From an optimization exercise on the open Yosys and OpenROAD flow, aimed at small area; shortcuts taken in it are not production practice.
In this exercise RTL edits were held to simulation tests only and were not proved equivalent to the original.
Power is estimated from default activity; no workload was simulated.

## run A
Design epdl_core, start of the top module:
module epdl_core (
    input  wire        clk,
    input  wire        rst_n,
    input  wire        op_valid,
    output wire        op_ready,
    input  wire [63:0] op_word,
    output reg         rsp_valid,
    output reg  [31:0] rsp_word,
    output reg         rsp_refused,
    output wire        cs_n,
    output wire        dc,
    output reg         epd_rst_n,
    output wire        sck,
    output wire        mosi,
    input  wire        busy
);
Size in the first run: ~2400 cells after synthesis, ~630 flip-flops, about 110 I/O pins, about 31000 sq um of cells after synthesis.
==> module epdl_pixbuf, before the edit <==
module epdl_pixbuf (
    input  wire       clk,
    input  wire       fill,
    input  wire       draw,
    input  wire [8:0] addr,
    input  wire [7:0] fill_byte,
    input  wire       color,
    output wire       rd
);
    reg [511:0] pbuf;
    wire [3:0] ry = addr[8:5];
    wire [4:0] cx = addr[4:0];
    wire [15:0] rowhot = 16'd1 << ry;
    wire [31:0] colhot = 32'd1 << cx;
    wire [31:0] colv;
    wire [31:0] d;
    genvar i, c;
    generate
        for (c = 0; c < 32; c = c + 1) begin : g_col
            wire [15:0] bits;
            for (i = 0; i < 16; i = i + 1) begin : g_r
                assign bits[i] = pbuf[i*32 + c];
            end
            epdl_aor16 u_rd (.a(bits), .s(rowhot), .y(colv[c]));
            assign d[c] = fill ? fill_byte[7 - (c % 8)] : (colhot[c] ? color : colv[c]);
        end
        for (i = 0; i < 512; i = i + 1) begin : g_bit
            always @(posedge clk)
                if (fill | (draw & rowhot[i / 32]))
                    pbuf[i] <= d[i % 32];
        end
    endgenerate
    assign rd = |(colv & colhot);
endmodule
==> module epdl_aor16, before the edit <==
module epdl_aor16 (input wire [15:0] a, input wire [15:0] s, output wire y);
    assign y = |(a & s);
endmodule
==> flow/config.mk <==
export PLATFORM = sky130hd
export DESIGN_NAME = epdl_core
export DESIGN_NICKNAME = epdl_core
export VERILOG_FILES = /design/flow/design.v
export SDC_FILE = /design/flow/constraint.sdc
export NUM_CORES = 4
export LEC_CHECK = 0
export CAP_MARGIN = 20
export CORE_MARGIN = 2
export CORE_UTILIZATION = 50
export CTS_BUF_LIST = sky130_fd_sc_hd__clkbuf_8
export CTS_CLUSTER_DIAMETER = 60
export CTS_CLUSTER_SIZE = 16
export SLEW_MARGIN = 20
export SYNTH_HIERARCHICAL = 1
==> flow/constraint.sdc <==
create_clock -name core_clock -period 10.0 [get_ports {clk}]
set_input_delay 2.0000 -clock core_clock [delete_from_list [all_inputs] [get_ports {clk}]]
set_output_delay 2.0000 -clock core_clock [all_outputs]
set_load 0.01 [all_outputs]
standard.sh (not shown) runs the stock make flow with config.mk's settings and CLKGATE_MAP_FILE= SYNTH_SCRIPT=/design/flow/synth_recipe.tcl, a recipe that flattens the netlist after the stock synthesis.
==> flow/flow/run.sh <==
#!/bin/bash
# The standard layout (the standard.sh: standard synthesis unchanged,
# then ORFS floorplan .. finish), with three changes to how the layout is
# built:
#  - after the floorplan, every logic gate is replaced by the smallest cell
#    of the same function (flow/downsize.tcl); the later repair steps size
#    cells up again where slew, capacitance or timing need it;
#  - the port buffers are the smallest buffer cell;
#  - clock tree synthesis uses the clustering of config.mk and adds no
#    dummy loads.
# The standard flow's whole output is in standard.log here; ORFS's own
# per-step logs are under orfs/logs/.
set -euo pipefail
here=$(pwd)
export POST_FLOORPLAN_TCL="$here/flow/downsize.tcl"
export BUFFER_PORTS_ARGS="-buffer_cell sky130_fd_sc_hd__buf_1"
export CTS_ARGS="-sink_clustering_enable -repair_clock_nets -sink_clustering_size 16 -sink_clustering_max_diameter 60 -buf_list sky130_fd_sc_hd__clkbuf_8 -dont_use_dummy_load"
bash standard.sh > standard.log 2>&1
Other scripts of this flow, unchanged in this note and not shown: flow/flow/downsize.tcl
Edits applied to the flow inputs when going from run A to run B:
diff --git a/flow/design.v b/flow/design.v
--- a/flow/design.v
+++ b/flow/design.v
@@ -764,4 +764,12 @@
     wire [31:0] colv;
     wire [31:0] d;
+    wire [31:0] colsel = colhot | {32{fill}};
+    wire [7:0]  val;
+    genvar k;
+    generate
+        for (k = 0; k < 8; k = k + 1) begin : g_val
+            assign val[k] = fill ? fill_byte[7 - k] : color;
+        end
+    endgenerate
     genvar i, c;
     generate
@@ -772,5 +780,5 @@
             end
             epdl_aor16 u_rd (.a(bits), .s(rowhot), .y(colv[c]));
-            assign d[c] = fill ? fill_byte[7 - (c % 8)] : (colhot[c] ? color : colv[c]);
+            assign d[c] = colsel[c] ? val[c % 8] : colv[c];
         end
         for (i = 0; i < 512; i = i + 1) begin : g_bit
@@ -783,5 +791,15 @@
 endmodule
 module epdl_aor16 (input wire [15:0] a, input wire [15:0] s, output wire y);
-    assign y = |(a & s);
+    wire [5:0] g;
+    epdl_aoi222 u_g0 (.a(a[2:0]),   .s(s[2:0]),   .y(g[0]));
+    epdl_aoi222 u_g1 (.a(a[5:3]),   .s(s[5:3]),   .y(g[1]));
+    epdl_aoi222 u_g2 (.a(a[8:6]),   .s(s[8:6]),   .y(g[2]));
+    epdl_aoi222 u_g3 (.a(a[11:9]),  .s(s[11:9]),  .y(g[3]));
+    epdl_aoi222 u_g4 (.a(a[14:12]), .s(s[14:12]), .y(g[4]));
+    assign g[5] = ~(a[15] & s[15]);
+    assign y = ~(g[0] & g[1] & g[2]) | ~(g[3] & g[4] & g[5]);
+endmodule
+module epdl_aoi222 (input wire [2:0] a, input wire [2:0] s, output wire y);
+    assign y = ~((a[0] & s[0]) | (a[1] & s[1]) | (a[2] & s[2]));
 endmodule
 module epdl_ucode (input wire [5:0] pc, output reg [7:0] uinst);
==> run summary <==
Register-to-register path setup slack delta for run B relative to run A: 0.72 ns lower. On run B: via count normalized by instance count is 2.6% higher than what run A gave. Design area: run B and run A compared, lower one is run B. Run B vs run A — share of total power in sequential cells rose 1.1 points. Total standard cell area after synthesis: run B and run A compared, lower one is run B. Total wire length after detailed routing across run B and run A: no real change. Delta(non-clock buffer count, run B - run A) < 0. Number of cells upsized or downsized after cts: run B vs run A identical.

[separate check: timing with driven ports]
The flow's constraints put no driver on any port. The routed layouts listed below were extracted and timed again, unchanged, in two steps. Step 1 assumes that a clkbuf_16 drives the clock port and a buf_2 every other input. Step 2 moves the port delays by t, midway between the first and last clock arrival at a register: inputs arrive t later, outputs are due t later. That takes back most of the time a late clock gives input paths. Slacks: ideal ports / drivers / drivers and shift; pairs: ideal ports / drivers.
run | shift t [ns] | setup WS [ns] | worst register clock-pin slew, ns
run A | 0.718 | 1.418 / 1.395 / 1.395 | 0.10 / 0.10
run B | 0.714 | 0.589 / 0.564 / 0.564 | 0.10 / 0.10
After both steps setup and hold are still met in every run listed. For run B, which loses most, drivers alone change the setup slack by -0.025 ns; drivers and shift together by -0.025 ns.
